Background: an optimization exercise with open tools, aiming at small area, a short achievable clock period and few clock cycles. Do not read the settings as production practice. Function was checked by simulation only, so behaviour that the tests miss may differ from the original. No activity file was given, so power comes from the tool's default toggle rates.

===== flow/standard.sh =====
#!/bin/bash
# synth_recipe.tcl (not shown) runs the flow's synth.tcl, then flattens the netlist and writes it again
# the make line also repeats each setting of config.mk as NAME=value (left out here)
make -C /OpenROAD-flow-scripts/flow DESIGN_CONFIG=/design/flow/config.mk WORK_HOME=/design/flow/orfs CLKGATE_MAP_FILE= SYNTH_SCRIPT=/design/flow/synth_recipe.tcl "${@:-finish}"

===== flow/design.v =====
module gsh_core (
    input  wire        clk,
    input  wire        rst,           
    input  wire        req_valid,
    output wire        req_ready,
    input  wire        req_we,
    input  wire [18:0] req_addr,
    input  wire [31:0] req_wdata,
    output reg         rsp_valid,
    output wire [31:0] rsp_rdata
);
    localparam ST_OK        = 3'd0;
    localparam ST_OUT_RANGE = 3'd1;
    localparam ST_MALFORMED = 3'd2;
    localparam ST_TRUNCATED = 3'd3;
    localparam ST_LEN_OVF   = 3'd4;
    localparam ST_ILLEGAL   = 3'd5;
    localparam O_ILL    = 4'd0;
    localparam O_CREATE = 4'd1;
    localparam O_WRAP   = 4'd2;
    localparam O_SETU8  = 4'd3;
    localparam O_GETU8  = 4'd4;
    localparam O_SETU16 = 4'd5;
    localparam O_GETU16 = 4'd6;
    localparam O_SETSTR = 4'd7;
    localparam O_GETSTR = 4'd8;
    localparam O_CRC    = 4'd9;
    localparam O_XOR    = 4'd10;
    localparam O_ENC    = 4'd11;
    localparam O_FWRAP  = 4'd12;
    localparam O_DEC    = 4'd13;
    localparam W_SW   = 4'd0;    
    localparam W_DHI  = 4'd1;
    localparam W_DLO  = 4'd2;
    localparam W_RB   = 4'd3;    
    localparam W_K1   = 4'd4;
    localparam W_ZERO = 4'd5;
    localparam W_N    = 4'd6;
    localparam W_K2   = 4'd7;
    localparam W_K2N  = 4'd8;
    localparam W_CHI  = 4'd9;
    localparam W_CLO  = 4'd10;
    reg  [2:0]  code;
    reg         sticky;
    reg  [4:0]  msg_len;     
    reg  [4:0]  frm_len;     
    reg  [15:0] data_r;
    reg  [15:0] count_r;
    reg  [7:0]  xor1;
    reg  [7:0]  xor2;
    reg  [15:0] crc_r;       
    reg  [447:0] mem;        
    reg         busy;
    reg         sv;          
    reg         s_rd;        
    reg         s_reg;       
    reg         s_buf;       
    reg         s_cmd;       
    reg  [3:0]  s_op;
    reg         s_ahi;       
    reg         s_agt16;     
    reg         s_lbig;      
    reg  [15:0] sw;          
    reg  [5:0]  r_ba;        
    reg  [5:0]  w_ba;        
    reg         w_en;
    reg  [3:0]  w_sel;
    reg         p_on;        
    reg         p_cr;        
    reg         p_xo;        
    reg         p_dc;        
    reg         crc_en;
    reg         crc_en2;     
    reg         crc_init;
    reg  [7:0]  rbyte;
    reg  [7:0]  rbyte2;      
    assign req_ready = !busy;
    wire acc_req = req_valid && !busy;
    wire a_reg = (req_addr[18:6] == 13'd0) && (req_addr[1:0] == 2'd0) && (req_addr[5:2] <= 4'd9);
    wire a_msg = (req_addr[18:16] == 3'd1) && (req_addr[15:4] == 12'd0);
    wire a_str = (req_addr[18:16] == 3'd2) && (req_addr[15:4] == 12'd0);
    wire a_frm = (req_addr[18:17] == 2'b10) && (req_addr[16:5] == 12'd0) && (req_addr[4:3] != 2'b11);
    wire [5:0] a_ba = req_addr[18] ? {1'b1, req_addr[4:0]} :
                      req_addr[17] ? {2'b01, req_addr[3:0]} :
                      req_addr[16] ? {2'b00, req_addr[3:0]} : {2'b00, req_addr[5:2]};
    wire       a_r0 = (req_addr[18:16] == 3'd0) && (req_addr[5:2] == 4'd0);
    wire a_cmd = req_we && (req_addr == 19'd0);
    wire [7:0]  i_opc = req_wdata[31:24];
    wire        i_a0  = (req_wdata[23:8] == 16'd0);
    wire        i_b0  = (req_wdata[7:0] == 8'd0);
    wire        i_ahi = (req_wdata[23:13] != 11'd0);
    wire        i_agt16 = i_ahi || (req_wdata[12:8] > 5'd16);
    reg  [3:0]  i_op;
    always @(*) begin
        case (i_opc)
            8'h01: i_op = i_b0 ? O_CREATE : O_ILL;
            8'h02: i_op = i_b0 ? O_WRAP   : O_ILL;
            8'h10: i_op = O_SETU8;
            8'h11: i_op = i_b0 ? O_GETU8  : O_ILL;
            8'h12: i_op = i_b0 ? O_SETU16 : O_ILL;
            8'h13: i_op = i_b0 ? O_GETU16 : O_ILL;
            8'h14: i_op = i_b0 ? O_SETSTR : O_ILL;
            8'h15: i_op = i_b0 ? O_GETSTR : O_ILL;
            8'h20: i_op = (i_a0 && i_b0) ? O_CRC : O_ILL;
            8'h21: i_op = i_a0 ? O_XOR : O_ILL;
            8'h30: i_op = (i_a0 && i_b0) ? O_ENC : O_ILL;
            8'h31: i_op = O_FWRAP;
            8'h32: i_op = (i_a0 && i_b0) ? O_DEC : O_ILL;
            default: i_op = O_ILL;
        endcase
    end
    wire i_multi = (i_opc == 8'h12) || (i_opc == 8'h13) ||
                   (i_opc == 8'h14) || (i_opc == 8'h15) || (i_opc == 8'h20) ||
                   (i_opc == 8'h30) || (i_opc == 8'h32);
    wire [5:0] i_rba = (i_opc == 8'h14) ? 6'd16 : {2'b00, req_wdata[11:8]};
    wire [5:0] i_wba = (i_opc == 8'h15) ? 6'd16 :
                       (i_opc == 8'h30) ? 6'd32 : {2'b00, req_wdata[11:8]};
    reg        erun;
    reg [4:0]  ej;           
    reg [4:0]  erem;         
    wire        c_first = sv && s_cmd;
    wire [4:0]  op_a = sw[12:8];
    wire [7:0]  op_b = sw[7:0];
    wire [3:0]  eop  = s_op;
    reg  [7:0] r1;
    integer rb;
    always @(*) begin
        r1 = 8'd0;
        for (rb = 0; rb < 56; rb = rb + 1)
            r1 = r1 | ({8{r_ba == rb}} & mem[8*rb +: 8]);
    end
    wire [127:0] msg_v = mem[127:0];
    reg  [7:0] r2;
    always @(*) begin
        case (r_ba[3:1])
            3'd0: r2 = mem[8*1 +: 8];
            3'd1: r2 = mem[8*3 +: 8];
            3'd2: r2 = mem[8*5 +: 8];
            3'd3: r2 = mem[8*7 +: 8];
            3'd4: r2 = mem[8*9 +: 8];
            3'd5: r2 = mem[8*11 +: 8];
            3'd6: r2 = mem[8*13 +: 8];
            default: r2 = mem[8*15 +: 8];
        endcase
    end
    wire [127:0] frb_v = mem[8*35 +: 128];
    wire [4:0]  len_e = (c_first && (s_op == O_WRAP || s_op == O_CREATE) && !s_agt16) ? op_a : msg_len;
    wire [15:0] cnt_e = (sv && !s_rd && s_reg && w_ba[3:0] == 4'd5) ? sw : count_r;
    wire [4:0]  i_a   = req_wdata[12:8];
    wire [5:0]  i_ap1 = {1'b0, i_a} + 6'd1;
    wire [5:0]  i_apc = {1'b0, i_a} + {1'b0, cnt_e[4:0]};
    wire i_oor1 = i_ahi || (i_a >= len_e);                                       
    wire i_oor2 = i_ahi || (i_ap1 >= {1'b0, len_e});                             
    wire i_oors = i_ahi || (cnt_e[15:5] != 11'd0) || (i_apc >= {1'b0, len_e});   
    reg  oor_1, oor_2, oor_s;
    wire [15:0] dec_n   = {mem[8*33 +: 8], mem[8*34 +: 8]};
    wire        dec_mal = (frm_len < 5'd8);
    wire [4:0]  flm8    = frm_len - 5'd8;
    wire        dec_tr  = (dec_n[15:5] != 11'd0) || (dec_n[4:0] > flm8);
    wire [4:0] dec_n2  = (sv && w_en && w_ba == 6'd34) ? sw[4:0] : mem[8*34 +: 5];
    wire [5:0] dec_rba = 6'd35 + {1'b0, dec_n2};
    wire [4:0] crc_pairs = {1'b0, msg_len[4:1]} + {4'd0, msg_len[0]};
    wire [4:0] enc_f     = (crc_pairs > 5'd2) ? crc_pairs + 5'd1 : 5'd4;
    function [15:0] crc_byte;
        input [15:0] a;
        input [7:0]  d;
        integer k;
        reg [15:0] x;
        begin
            x = a ^ {8'd0, d};
            for (k = 0; k < 8; k = k + 1)
                x = x[0] ? ((x >> 1) ^ 16'hA001) : (x >> 1);
            crc_byte = x;
        end
    endfunction
    reg        n_run;
    reg        n_busy;       
    reg [4:0]  n_rem;
    reg [5:0]  n_rba, n_wba;
    reg        n_wen;
    reg [3:0]  n_wsel;
    reg        n_pon;
    reg        n_crc, n_crc2, n_crci;
    reg        crc_one;      
    reg        st_en;
    reg [2:0]  st_c;
    wire [4:0] ejn = ej + 5'd1;
    wire [4:0] jn  = erun ? ejn : 5'd1;      
    wire       run = erun || c_first;
    always @(*) begin
        n_run   = 1'b0;
        n_busy  = 1'b0;
        n_rem   = erem - 5'd1;
        n_rba   = r_ba + 6'd1;
        n_wba   = w_ba + 6'd1;
        n_wen   = 1'b0;
        n_wsel  = w_sel;
        n_pon   = 1'b0;
        n_crc   = 1'b0;
        n_crc2  = 1'b0;
        n_crci  = 1'b0;
        crc_one = 1'b0;
        st_en   = c_first;
        st_c    = ST_OK;
        if (run) begin
            n_run  = erun && (erem != 5'd0);
            n_busy = erun && (erem[4:1] != 4'd0);
            case (eop)
            O_ILL: st_c = ST_ILLEGAL;
            O_CREATE, O_WRAP: if (s_agt16) st_c = ST_LEN_OVF;
            O_FWRAP: if (s_lbig) st_c = ST_LEN_OVF;
            O_GETU8: if (oor_1) st_c = ST_OUT_RANGE;
            O_SETU8: if (oor_1) st_c = ST_OUT_RANGE;     
            O_SETU16: begin                              
                if (c_first) begin
                    if (oor_2) st_c = ST_OUT_RANGE;
                    else begin
                        n_run = 1'b1; n_rem = 5'd0;
                        n_wen = 1'b1; n_wsel = W_DLO;
                    end
                end
            end
            O_GETU16: begin
                if (c_first) begin
                    if (oor_2) st_c = ST_OUT_RANGE;
                    else begin
                        n_run = 1'b1; n_rem = 5'd0;
                    end
                end
            end
            O_SETSTR, O_GETSTR: begin
                n_wsel = W_RB;
                if (c_first) begin
                    n_wba = w_ba;
                    if (oor_s) st_c = ST_OUT_RANGE;
                    else if (count_r[4:0] != 5'd0) begin
                        n_run = 1'b1; n_rem = count_r[4:0] - 5'd1;
                        n_busy = (count_r[4:1] != 4'd0);
                        n_wen = 1'b1;
                    end
                end else begin
                    n_wen = (erem != 5'd0);
                end
            end
            O_CRC: begin
                crc_one = c_first;
                n_crci  = c_first;
                n_rba   = r_ba + 6'd2;
                n_crc   = ({1'b0, r_ba[4:0]} < {1'b0, msg_len});
                n_crc2  = ({1'b0, r_ba[4:1], 1'b1} < {1'b0, msg_len});
                if (c_first) begin
                    if (msg_len != 5'd0) begin
                        n_run = 1'b1; n_rem = crc_pairs - 5'd1;
                        n_busy = (msg_len > 5'd2);
                    end
                end
            end
            O_ENC: begin
                crc_one = c_first;
                n_crci  = c_first;
                n_rba   = r_ba + 6'd2;
                n_crc   = ({1'b0, r_ba[4:0]} < {1'b0, msg_len});
                n_crc2  = ({1'b0, r_ba[4:1], 1'b1} < {1'b0, msg_len});
                if (c_first) begin
                    n_run = 1'b1; n_rem = enc_f; n_busy = 1'b1;
                end
                n_pon = erun && (erem == 5'd2);
                n_wen = (jn <= 5'd3) || (erun && erem[4:2] == 3'd0 && (erem[1] ^ erem[0]));
                case (jn)
                    5'd1: begin n_wsel = W_K2;  n_wba = 6'd37 + {1'b0, msg_len}; end
                    5'd2: n_wsel = W_K2N;
                    5'd3: n_wsel = W_ZERO;
                    5'd4: n_wba = 6'd35 + {1'b0, msg_len};
                    default: n_wba = w_ba;
                endcase
                if (erun && erem == 5'd2) n_wsel = W_CHI;
                if (erun && erem == 5'd1) begin
                    n_wsel = W_CLO;
                    n_wba  = w_ba + 6'd1;
                end
            end
            O_DEC: begin
                if (c_first) begin
                    if (dec_mal) st_c = ST_MALFORMED;
                    else if (dec_tr) st_c = ST_TRUNCATED;
                    else begin
                        n_run = 1'b1; n_rem = 5'd2; n_busy = 1'b1;
                    end
                end
                if (erun && ej == 5'd1) n_rba = r_ba + 6'd2;
                n_pon = erun && (ej == 5'd2);
            end
            default: ;
            endcase
        end
    end
    reg [7:0] w_d;
    always @(*) begin
        case (w_sel)
            W_SW:   w_d = sw[7:0];
            W_DHI:  w_d = data_r[15:8];
            W_DLO:  w_d = data_r[7:0];
            W_RB:   w_d = rbyte;
            W_K1:   w_d = xor1;
            W_N:    w_d = {3'd0, msg_len};
            W_K2:   w_d = xor2;
            W_K2N:  w_d = xor2 ^ {3'd0, msg_len};
            W_CHI:  w_d = crc_r[15:8];
            W_CLO:  w_d = crc_r[7:0];
            default: w_d = 8'd0;
        endcase
    end
    wire [7:0] p_key = p_cr ? 8'd0 : p_xo ? op_b : (xor1 ^ xor2 ^ crc_r[15:8]);
    wire [4:0] p_len = p_cr ? op_a : msg_len;
    wire       p_selm = !p_cr && !p_dc;
    wire       p_self = p_dc;
    wire       p_frm  = p_on && !p_cr && !p_xo;
    wire       p_hdr  = p_frm && !p_dc;       
    wire [7:0] kx = p_on ? p_key : 8'd0;
    wire [7:0] wx = w_d ^ kx;
    reg  [127:0] p_t;
    reg  [15:0]  in_rng;
    integer i;
    always @(*) begin
        for (i = 0; i < 16; i = i + 1) begin
            in_rng[i] = p_on && (i < p_len);
            p_t[8*i +: 8] = (({8{in_rng[i] && p_selm}} & msg_v[8*i +: 8]) |
                             ({8{in_rng[i] && p_self}} & frb_v[8*i +: 8]) |
                             ({8{!in_rng[i]}} & wx)) ^ kx;
        end
    end
    integer b;
    always @(posedge clk) begin
        for (b = 0; b < 56; b = b + 1) begin
            if (b < 16) begin
                if (in_rng[b] || (w_en && w_ba == b))
                    mem[8*b +: 8] <= p_t[8*b +: 8];
            end else if (b >= 35 && b < 51) begin
                if ((p_frm && in_rng[b-35]) || (w_en && w_ba == b))
                    mem[8*b +: 8] <= p_t[8*(b-35) +: 8];
            end else if (b >= 32 && b < 35) begin
                if (p_hdr)
                    mem[8*b +: 8] <= (b == 32) ? xor1 : (b == 33) ? 8'd0 : {3'd0, msg_len};
                else if (w_en && w_ba == b)
                    mem[8*b +: 8] <= w_d;
            end else begin
                if (w_en && w_ba == b)
                    mem[8*b +: 8] <= w_d;
            end
        end
    end
    wire [15:0] crc_a  = crc_init ? 16'hFFFF : crc_r;
    wire [7:0]  crc_k  = (eop == O_ENC) ? xor2 : 8'd0;
    wire [7:0]  crc_b0 = rbyte ^ crc_k;
    wire [7:0]  crc_b1 = rbyte2 ^ crc_k;
    reg [15:0] rd_q;
    reg [15:0] reg_val;
    always @(*) begin
        case (w_ba[3:0])
            4'd1: reg_val = {8'd0, sticky, 4'd0, code};
            4'd2: reg_val = {11'd0, msg_len};
            4'd3: reg_val = {11'd0, frm_len};
            4'd4: reg_val = data_r;
            4'd5: reg_val = count_r;
            4'd6: reg_val = {8'd0, xor1};
            4'd7: reg_val = {8'd0, xor2};
            4'd8: reg_val = crc_r;
            4'd9: reg_val = 16'd16;
            default: reg_val = 16'd0;
        endcase
    end
    always @(posedge clk) begin
        rd_q <= s_reg ? reg_val : (s_buf ? {8'd0, r1} : 16'd0);
    end
    assign rsp_rdata = {16'd0, rd_q};
    always @(posedge clk) begin
        rbyte  <= r1;
        rbyte2 <= r2;
        crc_en2 <= n_crc2;
        if (acc_req) begin
            s_rd    <= !req_we;
            s_reg   <= a_reg && (req_addr[5:2] != 4'd0);     
            s_buf   <= a_msg | a_str | a_frm;
            s_cmd   <= a_cmd;
            s_op    <= i_op;
            s_ahi   <= i_ahi;
            s_agt16 <= i_agt16;
            s_lbig  <= (req_wdata[23:5] != 19'd0) || (req_wdata[4:0] > 5'd24);
            sw      <= req_wdata[15:0];
            oor_1   <= i_oor1;
            oor_2   <= i_oor2;
            oor_s   <= i_oors;
            r_ba    <= a_r0 ? ((i_opc == 8'h32) ? dec_rba : i_rba) : a_ba;
            w_ba    <= a_r0 ? i_wba : a_ba;
            w_sel   <= (a_cmd && i_opc == 8'h12) ? W_DHI : W_SW;
        end else if (run) begin
            r_ba    <= n_rba;
            w_ba    <= n_wba;
            w_sel   <= n_wsel;
        end
        crc_init <= n_crci;
        erem <= n_rem;
        ej   <= erun ? ejn : 5'd1;
    end
    always @(posedge clk) begin
        if (rst) begin
            busy      <= 1'b0;
            sv        <= 1'b0;
            rsp_valid <= 1'b0;
            erun      <= 1'b0;
            w_en      <= 1'b0;
            p_on      <= 1'b0;
            p_cr      <= 1'b0;
            p_xo      <= 1'b0;
            p_dc      <= 1'b0;
            crc_en    <= 1'b0;
            code      <= ST_OK;
            sticky    <= 1'b0;
            msg_len   <= 5'd0;
            frm_len   <= 5'd0;
            data_r    <= 16'd0;
            count_r   <= 16'd0;
            xor1      <= 8'd0;
            xor2      <= 8'd0;
            crc_r     <= 16'd0;
        end else begin
            sv        <= acc_req;
            rsp_valid <= sv && s_rd;
            erun      <= n_run;
            busy      <= (acc_req && a_cmd && i_multi) || n_busy;
            crc_en    <= n_crc;
            if (acc_req) begin
                w_en <= req_we && (a_msg | a_str | a_frm) ||
                        a_cmd && (i_opc == 8'h10) && !i_oor1 ||
                        a_cmd && (i_opc == 8'h12) && i_b0 && !i_oor2;
                p_on <= a_cmd && ((i_opc == 8'h01 && i_b0 && !i_agt16) || (i_opc == 8'h21 && i_a0));
                p_cr <= (i_opc == 8'h01);
                p_xo <= (i_opc == 8'h21);
                p_dc <= 1'b0;
            end else begin
                w_en <= run && n_wen;
                p_on <= run && n_pon;
                p_cr <= 1'b0;
                p_xo <= 1'b0;
                p_dc <= (eop == O_DEC);
            end
            if (st_en) begin
                code <= st_c;
                if (st_c != ST_OK) sticky <= 1'b1;
            end
            if (crc_en)
                crc_r <= crc_en2 ? crc_byte(crc_byte(crc_a, crc_b0), crc_b1) : crc_byte(crc_a, crc_b0);
            else if (crc_one)
                crc_r <= 16'hFFFF;
            if (sv && !s_rd && s_reg) begin
                case (w_ba[3:0])
                    4'd1: if (sw[7]) sticky <= 1'b0;
                    4'd4: data_r  <= sw;
                    4'd5: count_r <= sw;
                    4'd6: xor1    <= sw[7:0];
                    4'd7: xor2    <= sw[7:0];
                    default: ;
                endcase
            end
            if (run) begin
                case (eop)
                    O_CREATE, O_WRAP: if (c_first && !s_agt16) msg_len <= op_a;
                    O_GETU8: if (!oor_1) data_r <= {8'd0, r1};
                    O_GETU16: begin
                        if (erun) data_r[7:0] <= r1;
                        else if (!oor_2) data_r[15:8] <= r1;
                    end
                    O_FWRAP: if (!s_lbig) frm_len <= sw[4:0];
                    O_ENC: if (erun && erem == 5'd0) frm_len <= msg_len + 5'd8;
                    O_DEC: begin
                        if (c_first) begin
                            if (dec_mal || dec_tr) begin
                                msg_len <= 5'd0;
                                xor1    <= 8'd0;
                                xor2    <= 8'd0;
                                crc_r   <= 16'd0;
                            end else begin
                                msg_len <= dec_n[4:0];
                                xor1    <= mem[8*32 +: 8];
                            end
                        end
                        if (c_first && !(dec_mal || dec_tr)) crc_r[15:8] <= r1;
                        if (erun && ej == 5'd1) crc_r[7:0]  <= r1;
                        if (erun && ej == 5'd2) xor2 <= r1 ^ {3'd0, msg_len};
                    end
                    default: ;
                endcase
            end
        end
    end
endmodule

===== flow/config.mk =====
export PLATFORM = sky130hd
export DESIGN_NAME = gsh_core
export DESIGN_NICKNAME = gsh_core
export VERILOG_FILES = /design/flow/design.v
export SDC_FILE = /design/flow/constraint.sdc
export NUM_CORES = 4
export LEC_CHECK = 0
export ABC_CLOCK_PERIOD_IN_PS = 3000
export CAP_MARGIN = 20
export CORE_MARGIN = 2
export CORE_UTILIZATION = 50
export PLACE_DENSITY = 0.65
export SETUP_SLACK_MARGIN = 5
export SLEW_MARGIN = 20

===== flow/flow/run.sh =====
#!/bin/bash
set -euo pipefail
MARGIN=6.8
export BUFFER_PORTS_ARGS="-buffer_cell sky130_fd_sc_hd__buf_4"
sed -e "s/SETUP_SLACK_MARGIN=[0-9.-]*/SETUP_SLACK_MARGIN=${MARGIN}/" standard.sh > standard_margin.sh
grep -q "SETUP_SLACK_MARGIN=${MARGIN}" standard_margin.sh
bash standard_margin.sh > standard_margin.log 2>&1

===== flow/constraint.sdc =====
create_clock -name core_clock -period 10.0 [get_ports {clk}]
set_input_delay 2.0000 -clock core_clock [delete_from_list [all_inputs] [get_ports {clk}]]
set_output_delay 2.0000 -clock core_clock [all_outputs]
set_load 0.01 [all_outputs]

==> impl_metrics.json, run 1 <==
{
  "wl_mm": 178.8,
  "cts_max_level": 3,
  "tightestPinTransition_ns": 1.218,
  "core_area_mm2": 0.06871,
  "setup.worst_path.start_class": "flop",
  "leakage_nw": 14.17,
  "synth_async_sr_flop_share_pct": 0,
  "grt_max_degree": 99,
  "postCtsHoldBufs": 0,
  "cts_root_buf": "clkbuf_16",
  "cellPowerDensity_mw_per_mm2": 163.9,
  "largest_reg_flops": 448,
  "setup_slack_ns": 6.651,
  "fp-row-count": 96,
  "avgSynthCellArea_um2": 9.957,
  "synthDistinctLibCells": 83,
  "maxCapViolCount": 0,
  "die_w_um": 267.5,
  "ant_nets": 0,
  "dieHeight_um": 267.5,
  "fin_skew_ns": 0.05247,
  "grt.total_usage_pct": 48.69,
  "worst_ep_required_time_ns": 10.50,
  "path_class": "reg -> reg",
  "numClockSinks": 625,
  "min_from": "code[2]$_SDFFE_PP0P_",
  "holdPathEnd": "code[2]$_SDFFE_PP0P_",
  "placed_cell_area_mm2": 0.03659,
  "slew_headroom_pct": 18.71,
  "fill_cells": 5748,
  "finalHoldViolations": 0,
  "r2r-end": "data_r[14]$_SDFF_PP0_",
  "port_buffers": 72,
  "ys_seq_area_share_pct": 49.95,
  "gp_congestion": 1.127,
  "netlist_area_mm2": 0.03471,
  "drive_above_1_share_pct": 19.09,
  "fin_area_mm2": 0.04120,
  "r2r.worst_path.cells": 14,
  "hpwl_mm": 126.6,
  "grt-ovfl-total": 0,
  "ys.warnings.count": 1,
  "outcome": "timing/DRC/antenna clean",
  "multi_input_area_mm2": 0.01749,
  "cp_max_fo": 7,
  "via_count": 33760,
  "grt_pass1_vias": 30340,
  "fmax_ghz": 0.2986,
  "top_register": "mem",
  "path_clk_slew_ns": 0.06,
  "routedWlPerCell_um": 38.59,
  "end_kind": "flop",
  "grt_pass1_wl_mm": 240.4,
  "report.final.slew_viol_count": 0,
  "initial_core_util_pct": 50.52,
  "r2r_start": "r_ba[0]$_DFFE_PP_",
  "post-route-period-util_pct": 33.49,
  "final_nets": 3764,
  "antenna_found_initial": 23,
  "final.setup.tns_ns": 0,
  "drc": 0,
  "hold_path.class": "reg -> reg",
  "ys_ff_latch": 625,
  "detail_route.vias_per_cell": 7.285,
  "syn_to_final_growth_pct": 18.69,
  "dpl_worst_slack_ns": 5.357,
  "reg2reg_slack_ns": 6.65,
  "synth_edf_count": 482,
  "finalSetupViolations": 0,
  "io-pin-count": 89,
  "hold_path_depth": 2,
  "arrival_ns": 3.85,
  "insertion_delay_ns": 0.67,
  "drt_iter0_markers": 7476,
  "syn-instance-count": 3486,
  "firstDrtPassIters": 11,
  "fin_util_pct": 59.96,
  "cts_tree": "yes",
  "ys.flop_type": "edfxtp_1",
  "ir_worst_vdd_uv": 143.4,
  "rsz0062_at_grt": "yes",
  "period_minus_slack_ns": 3.349,
  "cts_max_path_buffers": 3,
  "register_area_mm2": 0.01736,
  "die_area_mm2": 0.07155,
  "cts_buffers": 70
}
-- synth_stat cells (all sizes together), types with 9 or more instances --
library cell | count | share of area, %
edfxtp | 482 | 42
nor2 | 408 | 4.4
a21oi | 364 | 5.2
nand2 | 257 | 2.8
a22oi | 227 | 4.9
xnor2 | 197 | 5.0
clkbuf | 188 | 2.0
o21ai | 151 | 2.2
dfxtp | 143 | 8.2
nor3b | 126 | 2.7
mux2i | 80 | 2.3
ha | 67 | 2.4
nor3 | 64 | 0.95
buf | 61 | 0.97
inv | 61 | 0.66
xor2 | 61 | 1.5
nand3 | 48 | 0.69
nand4 | 44 | 0.79
o22ai | 40 | 0.72
a31oi | 32 | 0.58
nor4 | 31 | 0.58
a211oi | 29 | 0.63
a22o | 24 | 0.61
nor2b | 23 | 0.41
a21o | 22 | 0.48
a222oi | 21 | 0.61
nand2b | 21 | 0.38
mux2 | 20 | 0.65
and2 | 19 | 0.34
a32oi | 12 | 0.30
nand3b | 12 | 0.26
a221oi | 10 | 0.25
and3 | 10 | 0.18
or3 | 10 | 0.18
o21a | 9 | 0.19
-- per-layer routing --
layer | GRT usage [%] | up-vias | share of wire, %
li1 | - | 13290 | -
met1 | 66.26 | 16340 | 37
met2 | 64.06 | 3451 | 38
met3 | 24.90 | 657 | 19
met4 | 20.93 | 24 | 5.7
met5 | 0.9009 | - | 0.19
-- cell usage in the layout (no fill, tap or decap), drive strengths merged, types with 67 or more instances in the layout --
master and n:
xnor2 197, edfxtp 482, ha 67, nor2 408
clkbuf 89, a22oi 227, nor3b 126, buf 308
a21oi 364, nand2 257, dfxtp 143, mux2i 80
o21ai 151
-- worst max-delay path by stage --
stage | startpoint | end | slack, ns | cells after the start
global route | req_addr[7] | w_en$_SDFF_PP0_ | 6.60 | 10
finish | r_ba[0]$_DFFE_PP_ | data_r[14]$_SDFF_PP0_ | 6.65 | 14
global placement | msg_len[3]$_SDFFE_PP0P_ | mem[349]$_DFFE_PP_ | 5.47 | 6
CTS | req_addr[11] | w_en$_SDFF_PP0_ | 6.69 | 10
floorplan | req_wdata[8] | oor_s$_DFFE_PP_ | 6.32 | 10
detailed placement | msg_len[3]$_SDFFE_PP0P_ | mem[351]$_DFFE_PP_ | 5.36 | 6
-- what timing repair did --
item,in CTS,in global routing
cloned,3,5
setup endpoints to repair,489,411
gates resized for setup,177,122
pin swaps,42,31
endpoints found under the hold margin,0,0
buffers inserted,88,35
-- through the flow --
step	cells	total power [mW]	hold WS (ns)
after floorplan	3501	3.647	0.4368
after global placement	4367	4.000	0.4546
after detailed placement	4368	4.028	0.4583
after CTS	4585	6.625	0.4672
after global routing	4626	6.871	0.4955
final	4634	6.754	0.4674
-- critical path, cell delays in order (launching register included) --
cell and delay, ns:
edfxtp_1 0.47, buf_6 0.17, ha_4 0.15, buf_8 0.14, or3b_4 0.27, nor2_2 0.04
buf_6 0.14, a22oi_2 0.28, nand2_1 0.14, or3_4 0.37, nor4_4 0.29, buf_6 0.20
clkinvlp_4 0.25, a21oi_2 0.19, o22ai_1 0.09
-- report_power, final --
group / internal (mW) / switching, mW / leakage [nW]
Clock: 1.43 / 1.14 / 1.08
Combinational: 0.483 / 0.772 / 7.48
Sequential: 2.86 / 0.0705 / 5.61
Total: 4.77 / 1.98 / 14.2
-- logic make-up after synthesis --
| logic type | Yosys count | share of synthesized area (%) |
|---|---|---|
| compound gates | 1010 | 18.41 |
| simple gates | 1102 | 15.41 |
| xor+xnor | 265 | 6.989 |
| flops | 625 | 49.95 |
| fa+ha+maj | 71 | 2.588 |
| other cells | 1 | 0.01080 |
| mux | 100 | 2.956 |
| buf+inv | 312 | 3.688 |
-- area by class of cell --
class / instances / share of cell area (%)
timing repair inverter: 6 / 0.1093
timing repair buffer: 310 / 6.326
clock buffer: 88 / 4.565
sequential: 625 / 42.13
inverter: 63 / 0.7228
antenna: 9 / 0.05467
multi-input combinational: 2564 / 42.44
tap: 931 / 2.827
clock inverter: 38 / 0.8230
Testbench counts, summed over its fixed seeds: cycles 15,330.
==> run 2, diff against run 1 <==
--- a/flow/design.v
+++ b/flow/design.v
@@ -124,8 +124,15 @@
     wire [3:0]  eop  = s_op;
+    reg  [6:0] r_hi;
+    reg  [7:0] r_lo;
     reg  [7:0] r1;
-    integer rb;
+    reg  [7:0] r1g;
+    integer rg, rk;
     always @(*) begin
         r1 = 8'd0;
-        for (rb = 0; rb < 56; rb = rb + 1)
-            r1 = r1 | ({8{r_ba == rb}} & mem[8*rb +: 8]);
+        for (rg = 0; rg < 7; rg = rg + 1) begin
+            r1g = 8'd0;
+            for (rk = 0; rk < 8; rk = rk + 1)
+                r1g = r1g | ({8{r_lo[rk]}} & mem[8*(8*rg + rk) +: 8]);
+            r1 = r1 | ({8{r_hi[rg]}} & r1g);
+        end
     end
@@ -375,2 +382,9 @@
     assign rsp_rdata = {16'd0, rd_q};
+    wire [5:0] r_ba_n = acc_req ? (a_r0 ? ((i_opc == 8'h32) ? dec_rba : i_rba) : a_ba) :
+                        run ? n_rba : r_ba;
+    integer oh;
+    always @(posedge clk) begin
+        for (oh = 0; oh < 7; oh = oh + 1) r_hi[oh] <= (r_ba_n[5:3] == oh);
+        for (oh = 0; oh < 8; oh = oh + 1) r_lo[oh] <= (r_ba_n[2:0] == oh);
+    end
     always @(posedge clk) begin
@@ -392,3 +406,3 @@
             oor_s   <= i_oors;
-            r_ba    <= a_r0 ? ((i_opc == 8'h32) ? dec_rba : i_rba) : a_ba;
+            r_ba    <= r_ba_n;
             w_ba    <= a_r0 ? i_wba : a_ba;
@@ -396,3 +410,3 @@
         end else if (run) begin
-            r_ba    <= n_rba;
+            r_ba    <= r_ba_n;
             w_ba    <= n_wba;
--- a/flow/flow/run.sh
+++ b/flow/flow/run.sh
@@ -2,3 +2,3 @@
 set -euo pipefail
-MARGIN=6.8
+MARGIN=7.2
 export BUFFER_PORTS_ARGS="-buffer_cell sky130_fd_sc_hd__buf_4"
--- a/flow/config.mk
+++ b/flow/config.mk
@@ -14 +14,2 @@
 export SLEW_MARGIN = 20
+export TNS_END_PERCENT = 0
==> run 2 against run 1 <==
Against the previous run:
- worst setup slack worse by 0.24 ns
- critical endpoint is now rbyte2[2]$_DFF_P_
- total power is 1.3% higher
- hold slack worse by 0.0077 ns
- area after synthesis is 1.8% lower
- die area is 1.8% lower
- sequential share of layout area is 3.9 points higher
- sequential power is 3% higher
- critical path depth is 10 lower
- sequential cell count is 15 higher
- largest power group unchanged
- still clean on timing, DRC and antenna
- highest routed layer unchanged
- largest cell class is now flip-flops and latches
- clock power is 7% higher
- core utilization is 2.9 points lower
==> impl_metrics.json, run 2 <==
{
  "outcome": "timing/DRC/antenna clean",
  "wl_mm": 132.6,
  "maxCapViolCount": 0,
  "largest_reg_flops": 448,
  "ys.warnings.count": 1,
  "synth_top_area_share_pct": 42.46,
  "ir_worst_vdd_uv": 182.6,
  "numClockSinks": 640,
  "hold_path.class": "reg -> reg",
  "grt_max_degree": 83,
  "initial_core_util_pct": 50.67,
  "cp_max_fo": 16,
  "ys_ff_latch": 640,
  "yosys-top-cells-area": "edfxtp_1 (42%), dfxtp_1 (9.3%), a22oi_1 (8.1%), xnor2_1 (4.5%), a21oi_1 (3.4%)",
  "port_buffers": 72,
  "tightestPinTransition_ns": 1.230,
  "synth_async_sr_flop_share_pct": 0,
  "r2r.worst_path.cells": 4,
  "top_register": "mem",
  "dieHeight_um": 265.1,
  "path_clk_slew_ns": 0.06,
  "arrival_ns": 4.06,
  "cts_tree": "yes",
  "synth_top_family_by_area": "compound AO/OA/AOI/OAI gates",
  "layout_common_cells": "edfxtp_1 (482), a22oi_1 (367), nor2_1 (291)",
  "slew_headroom_pct": 18.03,
  "grt-ovfl-total": 0,
  "hold_path_depth": 2,
  "die_w_um": 265.1,
  "period_minus_slack_ns": 3.593,
  "worst_ep_required_time_ns": 10.46,
  "synth_xor_area_share_pct": 7.124,
  "setup.worst_path.start_class": "flop",
  "rsz0062_at_grt": "yes",
  "finalHoldViolations": 0,
  "grt.total_usage_pct": 36.89,
  "ys_seq_area_share_pct": 51.74,
  "gp_congestion": 0.9685,
  "fp-row-count": 95,
  "syn_to_final_growth_pct": 12.63,
  "synthAdderAreaFrac_pct": 2.459,
  "cellPowerDensity_mw_per_mm2": 178.2,
  "grt_pass1_vias": 27720,
  "path_class": "reg -> reg",
  "crit_family": "simple AND/OR/NAND/NOR gates",
  "fill_cells": 5682,
  "firstDrtPassIters": 7,
  "die_area_mm2": 0.07029,
  "synth-compound-area-share_pct": 19.67,
  "drc": 0,
  "synthDistinctLibCells": 80,
  "synth.mux.area_fraction_pct": 3.377,
  "reg2reg_slack_ns": 6.41,
  "cts_max_level": 3,
  "finalSetupViolations": 0,
  "layout_commonest_cell": "edfxtp_1",
  "io-pin-count": 89,
  "grt_pass1_wl_mm": 190.6,
  "report.final.slew_viol_count": 0,
  "worst-path-stages": 4,
  "antenna_found_initial": 4,
  "syn-instance-count": 3260,
  "leakage_nw": 13.50,
  "register_area_mm2": 0.01765,
  "insertion_delay_ns": 0.65,
  "ys.flop_type": "edfxtp_1",
  "synth_edf_count": 482,
  "fmax_ghz": 0.2783,
  "synth_top_area_cell": "edfxtp_1",
  "avgSynthCellArea_um2": 10.46,
  "drive_above_1_share_pct": 11.99,
  "max_stage_delay_ns": 0.91,
  "core_area_mm2": 0.06728,
  "via_count": 29330,
  "worst-path-buf-inv": 1,
  "final_nets": 3373,
  "cts_root_buf": "clkbuf_16",
  "post-route-period-util_pct": 35.93,
  "routedWlPerCell_um": 31.67,
  "crit_chain": "inv_2 > ha_1 > or4_1 > a21oi_1",
  "drt_iter0_markers": 5247,
  "ant_nets": 0,
  "crit_slowest_cell": "or4_1",
  "synthSimpleGateAreaFrac_pct": 11.50,
  "hpwl_mm": 91.02,
  "fin_skew_ns": 0.02773,
  "netlist_area_mm2": 0.03409,
  "final.setup.tns_ns": 0,
  "cts_max_path_buffers": 3,
  "detail_route.vias_per_cell": 7.004,
  "cts_buffers": 74,
  "fin_util_pct": 57.07,
  "end_kind": "flop",
  "multi_input_area_mm2": 0.01558,
  "yosysMostFrequentCell": "edfxtp_1",
  "ys_top_cells_by_count": "edfxtp_1 (482), a22oi_1 (367), nor2_1 (302)"
}
-- run 2: cell types whose count changed after synthesis, sizes merged, moves of 17 or more --
cell	previous run	this run
a22oi	227	367
a21oi	364	231
nor2	408	304
nor3b	126	42
nand2	257	196
a22o	24	3
nand4	44	65
o22ai	40	59
xnor2	197	178
mux2i	80	97
-- run 2: what timing repair did --
item / in CTS / in global routing
cloned: 1 / 0
setup buffers: 30 / 4
endpoints found under the hold margin: 0 / 0
hold buffers: 0 / 0
setup endpoints to repair: 836 / 872
resized for setup: 60 / 12
pin swaps: 13 / 3
-- run 2: worst min-delay path, cell delays in order (launching register included) --
cell and delay, ns:
dfxtp_1 0.31, nand2_1 0.05, a21oi_1 0.05
-- run 2: per-stage QoR --
| stage | setup slack (ns) | total power [mW] | std cells | hold WS, ns | instance area (um2) |
|---|---|---|---|---|---|
| 5_1_grt | 6.505 | 6.995 | 4185 | 0.4875 | 38390 |
| 6_report | 6.407 | 6.841 | 4187 | 0.4597 | 38390 |
| 3_3_place_gp | 5.251 | 4.069 | 4012 | 0.4472 | 35300 |
| 2_1_floorplan | 6.174 | 3.721 | 3275 | 0.4360 | 34200 |
| 4_1_cts | 6.655 | 6.808 | 4180 | 0.4579 | 38270 |
| 3_5_place_dp | 5.209 | 4.082 | 4014 | 0.4499 | 35340 |
-- run 2: final timing paths --
path,from,end
max,r_ba[3]$_DFFE_PN_,rbyte2[2]$_DFF_P_
min,code[1]$_SDFFE_PP0P_,code[1]$_SDFFE_PP0P_
max reg2reg,r_ba[3]$_DFFE_PN_,rbyte2[2]$_DFF_P_
min reg2reg,code[1]$_SDFFE_PP0P_,code[1]$_SDFFE_PP0P_
-- run 2: layer usage --
layer | share of wire [%] | up-vias | GRT usage [%]
li1 | - | 12300 | -
met1 | 40 | 14340 | 52.29
met2 | 42 | 2269 | 53.35
met3 | 14 | 419 | 10.41
met4 | 4.5 | 4 | 14.69
met5 | 0.020 | - | 0
-- run 2: layout make-up --
class / instances / share of cell area [%]
Tap cell: 873 / 2.845
Antenna cell: 2 / 0.01304
Timing Repair Buffer: 174 / 3.480
Clock buffer: 96 / 5.201
Sequential cell: 640 / 45.98
Inverter: 72 / 0.7560
Multi-Input combinational cell: 2291 / 40.57
Clock inverter: 39 / 1.150
-- run 2: power by group --
| part | internal, mW | switching, mW | total [mW] |
|---|---|---|---|
| Combinational | 0.404 | 0.666 | 1.07 |
| Sequential | 2.93 | 0.0970 | 3.02 |
| Clock | 1.56 | 1.18 | 2.75 |
| Total | 4.89 | 1.95 | 6.84 |
-- run 2: logic make-up (layout without fill, tap and decap cells) --
kind of cell,count (synthesis),after routing
adder cells (fa/ha/maj),66,66
flip-flops,640,640
AND/OR/NAND/NOR,827,828
buffers and inverters,345,381
multiplexers,113,113
XOR/XNOR,261,261
AO/OA/AOI/OAI,1007,1007
other,1,18
Testbench counts of run 2, summed over its fixed seeds: cycles 15,330.
==> run 3, diff against run 2 <==
--- a/flow/config.mk
+++ b/flow/config.mk
@@ -11,2 +11,3 @@
 export CORE_UTILIZATION = 50
+export CTS_BUF_LIST = sky130_fd_sc_hd__clkbuf_4 sky130_fd_sc_hd__clkbuf_8
 export PLACE_DENSITY = 0.65
==> run 3 against run 2 <==
Against the previous run:
- sequential share of layout area is 0.051 points higher
- hold slack is essentially flat
- first-iteration DRC count is 6.9% lower
- fmax rose by 2.1%
- critical path depth increased by 4
- critical path type unchanged
==> impl_metrics.json, run 3 <==
{
  "reg2reg_slack_ns": 6.48,
  "grt-ovfl-total": 0,
  "fp-row-count": 95,
  "tightestPinTransition_ns": 1.337,
  "finalSetupViolations": 0,
  "fin_skew_ns": 0.03981,
  "io-pin-count": 89,
  "ir_worst_vdd_uv": 125.8,
  "fill_cells": 5774,
  "yosysMostFrequentCell": "edfxtp_1",
  "ys_seq_area_share_pct": 51.74,
  "rsz0062_at_grt": "yes",
  "firstDrtPassIters": 8,
  "fin_area_mm2": 0.03836,
  "post-route-period-util_pct": 35.19,
  "largest_reg_flops": 448,
  "initial_core_util_pct": 50.67,
  "finalNonFillerCells": 4266,
  "die_w_um": 265.1,
  "p_total_mw": 6.592,
  "cts_root_buf": "clkbuf_8",
  "synth_async_sr_flop_share_pct": 0,
  "dpl.cell_count": 4014,
  "drive_above_1_share_pct": 14.72,
  "routedWlPerCell_um": 31.35,
  "grt_pass1_wl_mm": 192.1,
  "ant_nets": 0,
  "grt.total_usage_pct": 37.13,
  "r2r-end": "xor2[7]$_SDFF_PP0_",
  "slew_headroom_pct": 10.90,
  "placed_cell_area_mm2": 0.03534,
  "ys_ff_latch": 640,
  "maxCapViolCount": 0,
  "cts_max_path_buffers": 3,
  "hpwl_mm": 91.02,
  "grt_pass1_vias": 28060,
  "finalHoldViolations": 0,
  "leakage_nw": 13.59,
  "syn_to_final_growth_pct": 12.52,
  "port_buffers": 72,
  "drt_iter0_markers": 4883,
  "outcome": "timing/DRC/antenna clean",
  "critPathLaunch": "r_lo[0]$_DFF_P_",
  "fin_util_pct": 57.01,
  "report.final.slew_viol_count": 0,
  "yosys-top-cells-area": "edfxtp_1 (42%), dfxtp_1 (9.3%), a22oi_1 (8.1%), xnor2_1 (4.5%), a21oi_1 (3.4%)",
  "setup.worst_path.start_class": "flop",
  "wl_mm": 133.7,
  "syn-instance-count": 3260,
  "cts_tree": "yes",
  "synthDistinctLibCells": 80,
  "final_nets": 3421,
  "hold_path.class": "reg -> reg",
  "layout_common_cells": "edfxtp_1 (482), a22oi_1 (367), nor2_1 (290)",
  "worst_ep_required_time_ns": 10.58,
  "via_count": 29630,
  "cts_buffers": 111,
  "fmax_ghz": 0.2842,
  "dieHeight_um": 265.1,
  "avgSynthCellArea_um2": 10.46,
  "insertion_delay_ns": 0.76,
  "period_minus_slack_ns": 3.519,
  "path_clk_slew_ns": 0.06,
  "r2r.worst_path.cells": 8,
  "drc": 0,
  "ys.warnings.count": 1,
  "grt_max_degree": 83,
  "synth_edf_count": 482,
  "gp_congestion": 0.9685,
  "r2r_start": "r_lo[0]$_DFF_P_",
  "detail_route.vias_per_cell": 6.945,
  "antenna_found_initial": 9,
  "final.setup.tns_ns": 0,
  "layout_commonest_cell": "edfxtp_1",
  "ys.flop_type": "edfxtp_1",
  "path_class": "reg -> reg",
  "netlist_area_mm2": 0.03409,
  "end_kind": "flop",
  "numClockSinks": 640,
  "arrival_ns": 4.10,
  "cellPowerDensity_mw_per_mm2": 171.9,
  "cts_max_level": 3,
  "synth_top_area_share_pct": 42.46,
  "cp_max_fo": 44,
  "dpl_worst_slack_ns": 5.209,
  "core_area_mm2": 0.06728,
  "ys_top_cells_by_count": "edfxtp_1 (482), a22oi_1 (367), nor2_1 (302)",
  "critPathCapture": "xor2[7]$_SDFF_PP0_",
  "setup_slack_ns": 6.481,
  "hold_ws_ns": 0.4601,
  "die_area_mm2": 0.07029,
  "top_register": "mem",
  "synth_top_area_cell": "edfxtp_1"
}
==> run 3: cell counts after synthesis <==
No cell type changed its count.
==> run 3: worst min-delay path by stage <==
stage | start | endpoint | slack [ns] | cells past startpoint
global placement | code[1]$_SDFFE_PP0P_ | code[1]$_SDFFE_PP0P_ | 0.45 | 2
global route | code[1]$_SDFFE_PP0P_ | code[1]$_SDFFE_PP0P_ | 0.49 | 2
floorplan | code[1]$_SDFFE_PP0P_ | code[1]$_SDFFE_PP0P_ | 0.44 | 2
detailed placement | code[1]$_SDFFE_PP0P_ | code[1]$_SDFFE_PP0P_ | 0.45 | 2
CTS | code[1]$_SDFFE_PP0P_ | code[1]$_SDFFE_PP0P_ | 0.46 | 2
finish | code[1]$_SDFFE_PP0P_ | code[1]$_SDFFE_PP0P_ | 0.46 | 2
==> run 3: timing repair <==
action / in CTS / in global routing
buffers inserted: 36 / 8
pin swaps: 11 / 4
endpoints found under the setup margin: 834 / 801
gates cloned: 1 / 1
hold buffers: 0 / 0
gates resized for setup: 70 / 21
==> run 3: cells by family (layout without fill, tap and decap cells) <==
kind of cell | Yosys count | after routing | synth area share, %
XOR/XNOR | 261 | 261 | 7.124
AO/OA/AOI/OAI | 1007 | 1007 | 19.67
buffers and inverters | 345 | 460 | 4.125
multiplexers | 113 | 113 | 3.377
adder cells (fa/ha/maj) | 66 | 66 | 2.459
flip-flops | 640 | 640 | 51.74
other | 1 | 18 | 0.01100
AND/OR/NAND/NOR | 827 | 828 | 11.50
==> run 3: layout make-up <==
cell class	count	area [um2]	share of cell area (%)
sequential	640	17660	46.03
clock inverter	49	389.1	1.014
multi-input combinational	2291	15620	40.73
timing repair buffer	184	1426	3.719
antenna	2	5.005	0.01305
inverter	72	285.3	0.7437
tap	873	1092	2.848
clock buffer	154	1876	4.890
timing repair inverter	1	5.005	0.01305
==> run 3: per-layer routing <==
layer  routed length [um]  GRT usage [%]
met1                53060          51.99
met2                56180          53.71
met3                18330          11.41
met4                 6084          14.77
met5                   80         0.3465
==> run 3: critical path, stage by stage (launching register included) <==
cell and delay [ns]:
dfxtp_2 0.44, buf_4 0.37, a22oi_1 0.33, nand4_1 0.20, a222oi_1 1.09, and3_4 0.50
inv_1 0.10, o21ai_0 0.17, a21oi_1 0.09
==> run 3: power breakdown <==
group / switching [mW] / total, mW / internal, mW
Sequential: 0.0933 / 3.02 / 2.93
Clock: 1.14 / 2.49 / 1.35
Combinational: 0.677 / 1.09 / 0.409
Total: 1.91 / 6.59 / 4.68
==> run 4, diff against run 3 <==
--- a/flow/flow/run.sh
+++ b/flow/flow/run.sh
@@ -2,3 +2,3 @@
 set -euo pipefail
-MARGIN=7.2
+MARGIN=6.8
 export BUFFER_PORTS_ARGS="-buffer_cell sky130_fd_sc_hd__buf_4"
--- a/flow/config.mk
+++ b/flow/config.mk
@@ -15,2 +15 @@
 export SLEW_MARGIN = 20
-export TNS_END_PERCENT = 0
==> run 4 against run 3 <==
Against the previous run:
- sequential cell count is the same
- sequential power is essentially flat
- via count grew 1.1%
- core utilization grew 1.1 points
- critical path depth grew 5
- sequential share of layout area shrank 0.80 points
- count of clock-buffer cells in the layout shrank 15
- die area is the same
- critical path type is now in -> reg
- largest cell class unchanged
==> impl_metrics.json, run 4 <==
{
  "outcome": "timing/DRC/antenna clean",
  "placed_cell_area_mm2": 0.03550,
  "setup.worst_path.start_class": "input pin",
  "synthDistinctLibCells": 80,
  "cts_tree": "yes",
  "die_area_mm2": 0.07029,
  "syn_to_final_growth_pct": 14.69,
  "detail_route.vias_per_cell": 6.974,
  "grt_pass1_vias": 28050,
  "grt-ovfl-total": 0,
  "rsz0062_at_grt": "yes",
  "final_nets": 3446,
  "ir_worst_vdd_uv": 122.4,
  "synth_top_area_share_pct": 42.46,
  "finalSetupViolations": 0,
  "worst_ep_required_time_ns": 10.70,
  "synth_edf_count": 482,
  "post-route-period-util_pct": 33.61,
  "report.final.slew_viol_count": 0,
  "via_count": 29960,
  "drc": 0,
  "drt_iter0_markers": 5055,
  "switchingPower_mw": 2.002,
  "wl_mm": 134.4,
  "fp-row-count": 95,
  "critPathLaunch": "req_wdata[8]",
  "cts_max_path_buffers": 3,
  "firstDrtPassIters": 10,
  "cts_max_level": 3,
  "p_sw_share_pct": 29.59,
  "wl_met1_mm": 52.29,
  "ant_nets": 0,
  "arrival_ns": 4.06,
  "cts_buffers": 108,
  "route.met2.wl_mm": 56.60,
  "cellPowerDensity_mw_per_mm2": 173.0,
  "avgSynthCellArea_um2": 10.46,
  "leakage_nw": 13.81,
  "synth_async_sr_flop_share_pct": 0,
  "layout_commonest_cell": "edfxtp_1",
  "fin_area_mm2": 0.03910,
  "power_frac_seq_pct": 44.5,
  "netlist_area_mm2": 0.03409,
  "io-pin-count": 89,
  "slew_headroom_pct": 15.50,
  "yosysMostFrequentCell": "edfxtp_1",
  "maxCapViolCount": 0,
  "grt.total_usage_pct": 37.25,
  "ys_ff_latch": 640,
  "top_register": "mem",
  "insertion_delay_ns": 0.78,
  "clkPwrFrac_pct": 38.5,
  "grt_pass1_wl_mm": 191.9,
  "port_buffers": 72,
  "numClockSinks": 640,
  "dr_wl_met3_mm": 19.00,
  "antenna_found_initial": 3,
  "cts_root_buf": "clkbuf_8",
  "top_layer_used": "met4",
  "fin_util_pct": 58.12,
  "finalHoldViolations": 0,
  "drive_above_1_share_pct": 17.02,
  "tightestPinTransition_ns": 1.259,
  "largest_reg_flops": 448,
  "routedWlPerCell_um": 31.29,
  "syn-instance-count": 3260,
  "ys_seq_area_share_pct": 51.74,
  "ys_top_cells_by_count": "edfxtp_1 (482), a22oi_1 (367), nor2_1 (302)",
  "yosys-top-cells-area": "edfxtp_1 (42%), dfxtp_1 (9.3%), a22oi_1 (8.1%), xnor2_1 (4.5%), a21oi_1 (3.4%)",
  "intPower_mw": 4.763,
  "layout_common_cells": "edfxtp_1 (482), a22oi_1 (366), nor2_1 (286)",
  "fmax_ghz": 0.2975,
  "period_minus_slack_ns": 3.361,
  "ys.flop_type": "edfxtp_1",
  "end_kind": "flop",
  "hpwl_mm": 90.06,
  "dieHeight_um": 265.1,
  "hold_path.class": "reg -> reg",
  "initial_core_util_pct": 50.67,
  "min_from": "code[2]$_SDFFE_PP0P_",
  "cp_max_fo": 6,
  "path_class": "in -> reg",
  "grt_max_degree": 96,
  "fin_skew_ns": 0.04327,
  "gp_congestion": 0.9709,
  "synth_top_area_cell": "edfxtp_1",
  "die_w_um": 265.1,
  "final.setup.tns_ns": 0,
  "reg2reg_slack_ns": 6.73,
  "ys.warnings.count": 1,
  "core_area_mm2": 0.06728,
  "r2r_start": "s_op[0]$_DFFE_PP_",
  "path_clk_slew_ns": 0.06,
  "hold_ws_ns": 0.4593,
  "comb_power_share_pct": 16.9
}
==> run 4: changes by cell type in the layout (fill, tap and decap cells not counted), moves of 7 or more <==
cell	delta
o21ai_1	+7
buf_6	+21
buf_4	+9
dfxtp_1	-19
clkinv_1	+10
dfxtp_2	+17
clkbuf_4	-18
==> run 4: cell type report <==
class                           count  area (um2)
Antenna cell                        3       7.507
Fill cell                        5701       28180
Tap cell                          873        1092
Timing Repair Buffer              212        1730
Sequential cell                   640       17690
Inverter                           72       314.1
Multi-Input combinational cell   2291       15890
Clock inverter                     65       603.1
Clock buffer                      139        1775
Timing Repair inverter              1       5.005
==> run 4: per-layer routing <==
| layer | track usage, % | vias to the layer above |
|---|---|---|
| met2 | 53.79 | 2498 |
| met5 | 0 | - |
| met4 | 16.66 | 0 |
| met1 | 52.05 | 14570 |
| li1 | - | 12450 |
| met3 | 10.64 | 444 |
==> run 4: timing repair <==
action / 4_1_cts / 5_1_grt
setup endpoints to repair: 368 / 170
hold buffers: 0 / 0
endpoints found under the hold margin: 0 / 0
buffers inserted: 36 / 38
gates resized for setup: 98 / 65
pin swaps: 5 / 29
cloned: 2 / 0
==> run 4: path summary, 6_finish.rpt <==
kind,depth (start not counted),endpoint
max,13,w_en$_SDFF_PP0_
min,2,code[2]$_SDFFE_PP0P_
max reg2reg,16,w_en$_SDFF_PP0_
min reg2reg,2,code[2]$_SDFFE_PP0P_
==> run 4: power by group through the flow <==
| stage | combinational, mW | clock [mW] | sequential [mW] |
|---|---|---|---|
| floorplan | 0.712 | 0 | 3.01 |
| global placement | 1.03 | 0 | 3.07 |
| detailed placement | 1.04 | 0 | 3.07 |
| CTS | 1.08 | 2.62 | 3.01 |
| global route | 1.18 | 2.74 | 3.01 |
| finish | 1.14 | 2.61 | 3.01 |
==> run 4: cells by family (layout without fill, tap and decap cells) <==
group,count (synthesis),in the layout,synth area share (%)
xor gates and xnor gates,261,261,7.124
adders and majority gates,66,66,2.459
other,1,19,0.01100
AOI/OAI and AO/OA,1007,1007,19.67
muxes,113,113,3.377
and+or+nand+nor,827,828,11.50
buffers and inverters,345,489,4.125
DFF,640,640,51.74
==> run 4: metrics by stage <==
| step | std cells | setup WS (ns) | power (mW) |
|---|---|---|---|
| after floorplan | 3275 | 6.220 | 3.725 |
| after global placement | 4010 | 5.664 | 4.098 |
| after detailed placement | 4012 | 5.495 | 4.114 |
| after CTS | 4254 | 6.707 | 6.707 |
| after global routing | 4294 | 6.597 | 6.934 |
| final | 4296 | 6.639 | 6.765 |
==> run 4: critical path, stage by stage <==
cell,delay (ns)
buf_12,0.10
inv_8,0.04
ha_4,0.26
ha_4,0.19
a21boi_2,0.14
o21a_1,0.16
o21a_1,0.16
o21ai_1,0.11
nand2_1,0.09
o32ai_2,0.36
a32o_1,0.22
nand2_1,0.06
a21oi_1,0.14
==> run 5, diff against run 4 <==
--- a/flow/config.mk
+++ b/flow/config.mk
@@ -10,5 +10,5 @@
 export CORE_MARGIN = 2
-export CORE_UTILIZATION = 50
+export CORE_UTILIZATION = 60
 export CTS_BUF_LIST = sky130_fd_sc_hd__clkbuf_4 sky130_fd_sc_hd__clkbuf_8
-export PLACE_DENSITY = 0.65
+export PLACE_DENSITY = 0.72
 export SETUP_SLACK_MARGIN = 5
==> run 5 against run 4 <==
Against the previous run:
- fmax grew 3.3%
- core utilization grew 11 points
- clock skew grew 0.011 ns
- still clean
- sequential share of layout area grew 0.45 points
- sequential cell count is the same
- sequential power is essentially flat
- combinational power is essentially flat
- count of clock-buffer cells in the layout grew 20
- routed wire length shrank 3.9%
==> impl_metrics.json, run 5 <==
{
  "drc": 0,
  "path_class": "reg -> reg",
  "crit_slowest_cell": "a222oi_1",
  "largest_reg_flops": 448,
  "grt_pass1_wl_mm": 186.4,
  "final_nets": 3426,
  "worst-path-buf-inv": 2,
  "leakage_nw": 13.72,
  "fin_skew_ns": 0.05415,
  "synth_edf_count": 482,
  "synth_top_area_share_pct": 42.46,
  "cts_max_level": 3,
  "grt_pass1_vias": 27620,
  "grt_max_degree": 93,
  "path_clk_slew_ns": 0.07,
  "report.final.slew_viol_count": 0,
  "initial_core_util_pct": 60.57,
  "ys.flop_type": "edfxtp_1",
  "cts_max_path_buffers": 3,
  "yosys-top-cells-area": "edfxtp_1 (42%), dfxtp_1 (9.3%), a22oi_1 (8.1%), xnor2_1 (4.5%), a21oi_1 (3.4%)",
  "max_stage_delay_ns": 0.71,
  "final.setup.tns_ns": 0,
  "insertion_delay_ns": 0.78,
  "outcome": "timing/DRC/antenna clean",
  "wl_mm": 129.2,
  "ant_nets": 0,
  "die_area_mm2": 0.05874,
  "crit_chain": "buf_4 > a22oi_1 > nand4_1 > a222oi_1 > and3_4 > inv_1 > o21ai_0 > a21oi_1",
  "cellPowerDensity_mw_per_mm2": 172.1,
  "dieHeight_um": 242.4,
  "netlist_area_mm2": 0.03409,
  "yosysMostFrequentCell": "edfxtp_1",
  "end_kind": "flop",
  "worst_ep_required_time_ns": 10.64,
  "ys_seq_area_share_pct": 51.74,
  "via_count": 29610,
  "top_register": "mem",
  "layout_commonest_cell": "edfxtp_1",
  "ir_worst_vdd_uv": 184.6,
  "setup.worst_path.start_class": "flop",
  "cts_tree": "yes",
  "detail_route.vias_per_cell": 7.122,
  "routedWlPerCell_um": 31.09,
  "rsz0062_at_grt": "yes",
  "ys_top_cells_by_count": "edfxtp_1 (482), a22oi_1 (367), nor2_1 (302)",
  "antenna_found_initial": 6,
  "syn_to_final_growth_pct": 13.51,
  "maxCapViolCount": 0,
  "layout_common_cells": "edfxtp_1 (482), a22oi_1 (367), nor2_1 (286)",
  "io-pin-count": 89,
  "grt-ovfl-total": 0,
  "cp_max_fo": 36,
  "gp_congestion": 1.004,
  "grt.total_usage_pct": 42.86,
  "synth_async_sr_flop_share_pct": 0,
  "period_minus_slack_ns": 3.254,
  "slew_headroom_pct": 17.99,
  "finalHoldViolations": 0,
  "hold_path.class": "reg -> reg",
  "tightestPinTransition_ns": 1.222,
  "avgSynthCellArea_um2": 10.46,
  "ys_ff_latch": 640,
  "ys.warnings.count": 1,
  "synthDistinctLibCells": 80,
  "crit_family": "compound AO/OA/AOI/OAI gates",
  "finalNonFillerCells": 4157,
  "syn-instance-count": 3260,
  "hpwl_mm": 87.24,
  "finalSetupViolations": 0,
  "fin_util_pct": 68.76,
  "core_area_mm2": 0.05628,
  "firstDrtPassIters": 13,
  "dpl.cell_count": 3896,
  "register_area_mm2": 0.01768,
  "cts_root_buf": "clkbuf_8",
  "fmax_ghz": 0.3073,
  "cts_buffers": 106,
  "arrival_ns": 3.90,
  "post-route-period-util_pct": 32.54,
  "numClockSinks": 640,
  "port_buffers": 72,
  "fp-row-count": 87,
  "dpl_worst_slack_ns": 5.641,
  "drive_above_1_share_pct": 16.45,
  "die_w_um": 242.4,
  "multi_input_area_mm2": 0.01584,
  "postCtsHoldBufs": 0,
  "synth_top_area_cell": "edfxtp_1",
  "drt_iter0_markers": 5303,
  "setup_slack_ns": 6.746,
  "fill_cells": 4259
}
-- run 5: cell counts after synthesis --
Identical to the previous run, type by type.
-- run 5: power breakdown --
group / total [mW] / switching (mW) / leakage, nW / internal, mW
sequential: 3.02 / 0.0901 / 5.74 / 2.93
clock: 2.54 / 1.15 / 1.23 / 1.38
combinational: 1.11 / 0.689 / 6.76 / 0.419
-- run 5: routing by layer --
layer / global-route usage [%] / up-vias / wire (um)
met5: 0 / - / 56
met4: 17.94 / 8 / 6691
met3: 13.55 / 466 / 20520
met2: 61.55 / 2524 / 54480
met1: 60.05 / 14190 / 47490
li1: - / 12420 / -
-- run 5: path summary, 6_finish.rpt --
path,startpoint,end,slack [ns],cells past startpoint
hold / removal,code[2]$_SDFFE_PP0P_,code[2]$_SDFFE_PP0P_,0.46,2
hold reg to reg,code[2]$_SDFFE_PP0P_,code[2]$_SDFFE_PP0P_,0.46,2
setup reg to reg,r_lo[6]$_DFF_P_,xor2[7]$_SDFF_PP0_,6.75,8
setup / recovery,r_lo[6]$_DFF_P_,xor2[7]$_SDFF_PP0_,6.75,8
-- run 5: worst min-delay path, cell delays in order (launching register included) --
cell     delay [ns]
dfxtp_1        0.31
nand2_1        0.05
a21oi_1        0.05
-- run 5: cell type report --
| type | count | area share (%) |
|---|---|---|
| antenna | 2 | 0.01293 |
| clock buffer | 159 | 4.863 |
| sequential | 640 | 45.68 |
| tap | 756 | 2.445 |
| multi-input combinational | 2291 | 40.93 |
| inverter | 72 | 0.7987 |
| timing repair buffer | 193 | 4.110 |
| clock inverter | 42 | 1.135 |
| timing repair inverter | 2 | 0.02587 |
-- run 5: cells by family after synthesis --
group | synth area share, %
multiplexers | 3.377
buffers and inverters | 4.125
flip-flops | 51.74
AO/OA/AOI/OAI | 19.67
adder cells (fa/ha/maj) | 2.459
AND/OR/NAND/NOR | 11.50
other | 0.01100
XOR/XNOR | 7.124
-- run 5: per-stage QoR --
stage	total power, mW	hold WS (ns)	instance area [um2]
2_1_floorplan	3.725	0.4360	34400
3_3_place_gp	4.056	0.4448	35320
3_5_place_dp	4.078	0.4526	35340
4_1_cts	6.581	0.4607	38250
5_1_grt	6.804	0.4856	38690
6_report	6.659	0.4625	38690
-- run 5: what timing repair did --
action | CTS | global route
pin swaps | 13 | 15
resized for setup | 90 | 50
endpoints found under the setup margin | 255 | 235
cloned | 0 | 3
setup buffers | 32 | 23
==> run 6, diff against run 5 <==
--- a/flow/flow/run.sh
+++ b/flow/flow/run.sh
@@ -2,3 +2,3 @@
 set -euo pipefail
-MARGIN=6.8
+MARGIN=7.2
 export BUFFER_PORTS_ARGS="-buffer_cell sky130_fd_sc_hd__buf_4"
--- a/flow/config.mk
+++ b/flow/config.mk
@@ -10,6 +10,7 @@
 export CORE_MARGIN = 2
-export CORE_UTILIZATION = 60
+export CORE_UTILIZATION = 55
 export CTS_BUF_LIST = sky130_fd_sc_hd__clkbuf_4 sky130_fd_sc_hd__clkbuf_8
-export PLACE_DENSITY = 0.72
+export PLACE_DENSITY = 0.68
 export SETUP_SLACK_MARGIN = 5
 export SLEW_MARGIN = 20
+export TNS_END_PERCENT = 0
==> run 6 against run 5 <==
Against the previous run:
- core utilization decreased by 6.5 points
- global-route usage decreased by 0.73 points
- largest cell class unchanged
- largest power group unchanged
- sequential share of layout area increased by 0.45 points
==> impl_metrics.json, run 6 <==
{
  "arrival_ns": 3.93,
  "r2r_start": "r_lo[4]$_DFF_P_",
  "synth_top_area_share_pct": 42.46,
  "avgSynthCellArea_um2": 10.46,
  "hold_ws_ns": 0.4602,
  "layout_commonest_cell": "edfxtp_1",
  "fmax_ghz": 0.2915,
  "grt_pass1_wl_mm": 194.0,
  "final.setup.tns_ns": 0,
  "cts_max_level": 3,
  "yosysMostFrequentCell": "edfxtp_1",
  "ys_seq_area_share_pct": 51.74,
  "insertion_delay_ns": 0.76,
  "dieHeight_um": 253.0,
  "fp-row-count": 91,
  "port_buffers": 72,
  "top_register": "mem",
  "syn_to_final_growth_pct": 12.30,
  "fin_util_pct": 62.26,
  "finalHoldViolations": 0,
  "via_count": 29750,
  "holdPathEnd": "code[2]$_SDFFE_PP0P_",
  "largest_reg_flops": 448,
  "hold_path.class": "reg -> reg",
  "wl_met1_mm": 51.22,
  "gp_congestion": 0.9916,
  "cellPowerDensity_mw_per_mm2": 171.7,
  "routedWlPerCell_um": 32.74,
  "numClockSinks": 640,
  "yosys-top-cells-area": "edfxtp_1 (42%), dfxtp_1 (9.3%), a22oi_1 (8.1%), xnor2_1 (4.5%), a21oi_1 (3.4%)",
  "reg2reg_slack_ns": 6.57,
  "hold_path_depth": 2,
  "dr_wl_met3_mm": 20.38,
  "synth_top_area_cell": "edfxtp_1",
  "power_frac_seq_pct": 45.8,
  "drc": 0,
  "outcome": "timing/DRC/antenna clean",
  "synthDistinctLibCells": 80,
  "synth_edf_count": 482,
  "report.final.slew_viol_count": 0,
  "maxCapViolCount": 0,
  "syn-instance-count": 3260,
  "wl_mm": 136.9,
  "cts_buffers": 104,
  "firstDrtPassIters": 10,
  "cts_root_buf": "clkbuf_8",
  "ir_worst_vdd_uv": 163.4,
  "top_layer_used": "met5",
  "detail_route.vias_per_cell": 7.115,
  "setup.worst_path.start_class": "flop",
  "min_from": "code[2]$_SDFFE_PP0P_",
  "grt.total_usage_pct": 42.13,
  "final_nets": 3419,
  "p_sw_share_pct": 29.36,
  "fin_skew_ns": 0.03670,
  "layout_common_cells": "edfxtp_1 (482), a22oi_1 (367), nor2_1 (290)",
  "cts_tree": "yes",
  "core_area_mm2": 0.06148,
  "ys_ff_latch": 640,
  "netlist_area_mm2": 0.03409,
  "intPower_mw": 4.645,
  "switchingPower_mw": 1.930,
  "clkPwrFrac_pct": 37.2,
  "ys_top_cells_by_count": "edfxtp_1 (482), a22oi_1 (367), nor2_1 (302)",
  "rsz0062_at_grt": "yes",
  "slew_headroom_pct": 20.11,
  "post-route-period-util_pct": 34.30,
  "comb_power_share_pct": 17.0,
  "cp_max_fo": 48,
  "end_kind": "flop",
  "die_area_mm2": 0.06399
}
[run 6: cell counts after synthesis]
No cell type changed its count.
[run 6: logic make-up (layout without fill, tap and decap cells)]
group	after synthesis	count (layout)	synth area share (%)
mux	113	113	3.377
fa+ha+maj	66	66	2.459
flops	640	640	51.74
buf+inv	345	457	4.125
other cells	1	20	0.01100
xor+xnor	261	261	7.124
compound gates	1007	1007	19.67
simple gates	827	827	11.50
[run 6: power groups by stage]
stage / Clock [mW] / Combinational, mW / Sequential [mW]
after floorplan: 0 / 0.707 / 3.01
after global placement: 0 / 1.02 / 3.07
after detailed placement: 0 / 1.03 / 3.07
after CTS: 2.45 / 1.07 / 3.01
after global routing: 2.56 / 1.16 / 3.01
final: 2.44 / 1.12 / 3.01
[run 6: area by class of cell]
type / count / area (um2) / share of cell area (%)
inverters: 72 / 292.8 / 0.7648
repair inverters: 1 / 5.005 / 0.01307
flip-flops and latches: 640 / 17660 / 46.13
repair buffers: 190 / 1505 / 3.932
clock buffers: 158 / 1918 / 5.010
diodes: 4 / 10.01 / 0.02615
well taps: 790 / 988.4 / 2.582
multi-input cells: 2290 / 15610 / 40.76
clock inverters: 36 / 297.8 / 0.7779
[run 6: worst max-delay path by stage]
stage / startpoint / end / slack [ns] / depth (start not counted)
after detailed placement: req_wdata[13] / s_op[3]$_DFFE_PP_ / 5.29 / 7
after CTS: busy$_SDFF_PP0_ / req_ready / 6.74 / 2
after floorplan: req_wdata[8] / w_en$_SDFF_PP0_ / 6.17 / 12
after global placement: req_wdata[13] / s_op[3]$_DFFE_PP_ / 5.30 / 7
after global routing: s_op[1]$_DFFE_PP_ / crc_r[0]$_SDFF_PP0_ / 6.60 / 12
final: r_lo[4]$_DFF_P_ / rd_q[1]$_DFF_P_ / 6.57 / 6
[run 6: worst max-delay path, cell delays in order, from the launching register on]
cell,delay [ns]
dfxtp_2,0.39
buf_4,0.35
a22oi_1,0.51
nand4_1,0.27
a222oi_1,0.36
and3_1,0.80
o21ai_0,0.41
[run 6: metal layers]
metal / GRT usage [%] / vias to the layer above
met5: 0 / -
met4: 21.18 / 8
met1: 57.80 / 14320
met2: 59.95 / 2503
li1: - / 12390
met3: 13.47 / 527
[run 6: stage by stage]
stage | cells | power (mW) | setup WS [ns] | instance area (um2)
after floorplan | 3275 | 3.721 | 6.174 | 34200
after global placement | 3933 | 4.090 | 5.305 | 35230
after CTS | 4158 | 6.525 | 6.737 | 38030
after detailed placement | 3933 | 4.103 | 5.286 | 35240
final | 4181 | 6.575 | 6.570 | 38280
after global routing | 4178 | 6.733 | 6.596 | 38270
[run 6: what timing repair did]
item / 4_1_cts / 5_1_grt
setup buffers: 30 / 18
cloned: 1 / 0
pin swaps: 8 / 11
setup endpoints to repair: 862 / 784
gates resized for setup: 78 / 21

## re-timing with driven ports
In the flow no input, the clock included, has a driving cell. The finished layouts below were timed again as built, in two steps.
Step 1 sets driving cells, clkbuf_16 on the clock port and buf_2 on the other inputs (assumed; they add their load-dependent delay and slew).
Step 2 also shifts input and output timing later by t, the mid clock arrival at the registers, as if the neighbouring blocks saw the same clock.
Three values: no drivers, after step 1, after step 2; two values: the first two.
run	shift t [ns]	setup slack, ns
run 1	0.718	6.651 / 6.651 / 6.036
run 2	0.704	6.407 / 6.407 / 5.877
run 3	0.802	6.481 / 6.481 / 5.858
run 4	0.814	6.639 / 6.630 / 5.816
run 5	0.811	6.746 / 6.708 / 5.924
run 6	0.794	6.570 / 6.570 / 5.866
After both steps every run listed still meets setup and hold.
